Source: an optimization exercise on an open RTL-to-GDS flow (aim: small area, a short achievable clock period and few clock cycles per item). Production flows keep margins and buffers that such runs may drop. Function was checked by simulation only, so behaviour that the tests miss may differ from the original. Power figures rest on the tool's default switching activity, not on a simulated workload.

== ember ==
==> flow/design.v (excerpt) <==
module frame_codec (
    input  wire        clk,
    input  wire        rst,
    input  wire        bus_valid,
    input  wire        bus_we,
    input  wire [7:0]  bus_addr,
    input  wire [31:0] bus_wdata,
    output wire        bus_ready,
    output reg  [31:0] bus_rdata
);
Size in the first run: ~3000 cells after synthesis, roughly 310 flip-flops, ~77 I/O pins.
clock: 60.0 ns
lec_check: 0
abc_area: 1
cap_margin: 40
core_margin: 2
core_utilization: 50
place_density: 0.6
slew_margin: 50
standard.sh (not shown) runs the stock make flow with config.mk's settings and CLKGATE_MAP_FILE= SYNTH_SCRIPT=/design/flow/synth_recipe.tcl, a recipe that flattens the netlist after the stock synthesis.
==> flow/flow/run.sh <==
#!/bin/bash
set -euo pipefail
export BUFFER_PORTS_ARGS="-buffer_cell sky130_fd_sc_hd__buf_2"
export CTS_ARGS="-sink_clustering_enable -repair_clock_nets -buf_list sky130_fd_sc_hd__clkbuf_8 -sink_clustering_size 10 -sink_clustering_max_diameter 80 -dont_use_dummy_load"
export SETUP_SLACK_MARGIN=34
export TNS_END_PERCENT=5
bash standard.sh > flow.log 2>&1
Testbench counts of ember, summed over its fixed seeds: cycles 34,309, commands 4,800.
For garnet, these inputs were changed with respect to ember:
# ember
export LEC_CHECK = 0
export ABC_AREA = 1
export CAP_MARGIN = 40
export CORE_MARGIN = 2
export CORE_UTILIZATION = 50
export PLACE_DENSITY = 0.6
export SLEW_MARGIN = 50
create_clock -name core_clock -period 60.0 [get_ports {clk}]
# garnet
export LEC_CHECK = 0
export ABC_AREA = 1
export CAP_MARGIN = 20
export CORE_MARGIN = 2
export CORE_UTILIZATION = 50
export PLACE_DENSITY = 0.6
export SLEW_MARGIN = 20
create_clock -name core_clock -period 60.0 [get_ports {clk}]
==> flow/flow/run.sh <==
#!/bin/bash
set -euo pipefail
export BUFFER_PORTS_ARGS="-buffer_cell sky130_fd_sc_hd__buf_2"
export CTS_ARGS="-sink_clustering_enable -repair_clock_nets -buf_list sky130_fd_sc_hd__clkbuf_4 -sink_clustering_size 8 -sink_clustering_max_diameter 60 -dont_use_dummy_load"
export SETUP_SLACK_MARGIN=34
export TNS_END_PERCENT=5
bash standard.sh > flow.log 2>&1
[summary]
- ember -> garnet: power decreased by a few percent
- In the tables for ember and garnet, clock buffer count in the final layout reads higher with garnet.
- Max clock group share of total power across ember and garnet: ember
- Comparing garnet with ember, the global-route wire length before repair came out essentially unchanged.
- Summary of garnet over ember: utilization of the core after routing down 0.40 points, cell area down 190 µm², met1 wire length flat.
--- input diff garnet..yarrow ---
# garnet
export LEC_CHECK = 0
export ABC_AREA = 1
export CAP_MARGIN = 20
export CORE_MARGIN = 2
export CORE_UTILIZATION = 50
export PLACE_DENSITY = 0.6
export SLEW_MARGIN = 20
create_clock -name core_clock -period 60.0 [get_ports {clk}]
# yarrow
export LEC_CHECK = 0
export ABC_AREA = 1
export CAP_MARGIN = 40
export CORE_MARGIN = 2
export CORE_UTILIZATION = 50
export PLACE_DENSITY = 0.6
export SLEW_MARGIN = 50
create_clock -name core_clock -period 60.0 [get_ports {clk}]
### Flow results
yarrow did not stop at any stage, and its layout met the timing, design-rule and antenna checks.
Compared garnet against yarrow; clock slew seen by the registers of the worst setup and hold paths within noise.
Compared yarrow against garnet; total power draw within noise.
Global-route met3 utilization | yarrow above garnet
Via count essentially unchanged between yarrow and garnet.
Diff garnet -> yarrow: internal portion of total power rose by 0.0015 mW, design area about even, maximum operating frequency saw little to no change.

* * *

v37:
Another version of the RTL of frame_codec (not shown whole).
For scale: about 3100 cells after synthesis, about 330 flip-flops, roughly 77 I/O pins, about 0.025 mm2 of cells after synthesis.
==> flow/config.mk <==
export PLATFORM = sky130hd
export DESIGN_NAME = frame_codec
export DESIGN_NICKNAME = frame_codec
export VERILOG_FILES = /design/flow/design.v
export SDC_FILE = /design/flow/constraint.sdc
export NUM_CORES = 4
export LEC_CHECK = 0
export ABC_AREA = 1
export CAP_MARGIN = 40
export CORE_MARGIN = 2
export CORE_UTILIZATION = 50
export PLACE_DENSITY = 0.6
export SLEW_MARGIN = 50
==> flow/constraint.sdc <==
create_clock -name core_clock -period 60.0 [get_ports {clk}]
set_input_delay 12.0000 -clock core_clock [delete_from_list [all_inputs] [get_ports {clk}]]
set_output_delay 12.0000 -clock core_clock [all_outputs]
set_load 0.01 [all_outputs]
==> flow/flow/run.sh <==
#!/bin/bash
set -euo pipefail
export BUFFER_PORTS_ARGS="-buffer_cell sky130_fd_sc_hd__buf_4"
export CTS_ARGS="-sink_clustering_enable -repair_clock_nets -buf_list sky130_fd_sc_hd__clkbuf_8 -sink_clustering_size 12 -sink_clustering_max_diameter 100 -dont_use_dummy_load"
export SETUP_SLACK_MARGIN=34
export TNS_END_PERCENT=5
bash standard.sh > flow.log 2>&1
v37: flow completed, timing, DRC and antenna clean
Testbench counts of v37, summed over its fixed seeds: cycles 34,309, commands 4,800.
Setup changes, v37 to v22
==> flow/flow/run.sh <==
#!/bin/bash
set -euo pipefail
export BUFFER_PORTS_ARGS="-buffer_cell sky130_fd_sc_hd__buf_2"
export CTS_ARGS="-sink_clustering_enable -repair_clock_nets -buf_list sky130_fd_sc_hd__clkbuf_4 -sink_clustering_size 8 -sink_clustering_max_diameter 60 -dont_use_dummy_load"
export SETUP_SLACK_MARGIN=34
export TNS_END_PERCENT=5
bash standard.sh > flow.log 2>&1
==> run notes <==
Both conditions hold for v22: the flow ran to the end and the final layout passed the timing, design-rule and antenna checks.
For the final RePlAce weighted congestion, v22 came in about 3.7% higher than v37 did.
Run comparison: v37 critical path endpoint bus_rdata[7]; v22 critical path endpoint bus_rdata[4]
Clock network fraction of total power for v22 is lower than for v37.
Relative to v37, number of non-clock buffers in the layout has increased by 6.7% in v22.
v37 → v22: worst setup slack fell 0.0089 ns; power now smaller.

-- separate check: timing with driven ports --
The results above use ideal ports. As a check the final layouts listed here were re-extracted and re-timed, cells and wires unchanged. Step 1 assumes that a clkbuf_16 drives the clock port and a buf_2 every other input. Step 2, shift: input delay + t, output delay - t, t = (earliest + latest rising clock arrival at the registers) / 2. This alone moves slack from input paths to output paths. a / b / c = ideal ports / drivers / drivers and shift; a / b = the first two.
| run | shift t [ns] | slack for setup (ns) | worst setup path at the end | clock arrival spread, ns |
|---|---|---|---|---|
| ember | 0.673 | 33.847 / 33.828 / 33.828 | input to output | 0.053 / 0.054 |
| garnet | 0.844 | 33.909 / 33.890 / 33.890 | input to output | 0.132 / 0.132 |
| yarrow | 0.838 | 33.847 / 33.828 / 33.828 | input to output | 0.073 / 0.073 |
| v37 | 0.716 | 33.823 / 33.797 / 33.797 | input to output | 0.078 / 0.078 |
| v22 | 0.864 | 33.814 / 33.789 / 33.789 | input to output | 0.150 / 0.150 |
After both steps every run listed still meets setup and hold. For v37, which loses most, drivers alone change the setup slack by -0.026 ns; drivers and shift together by -0.026 ns.
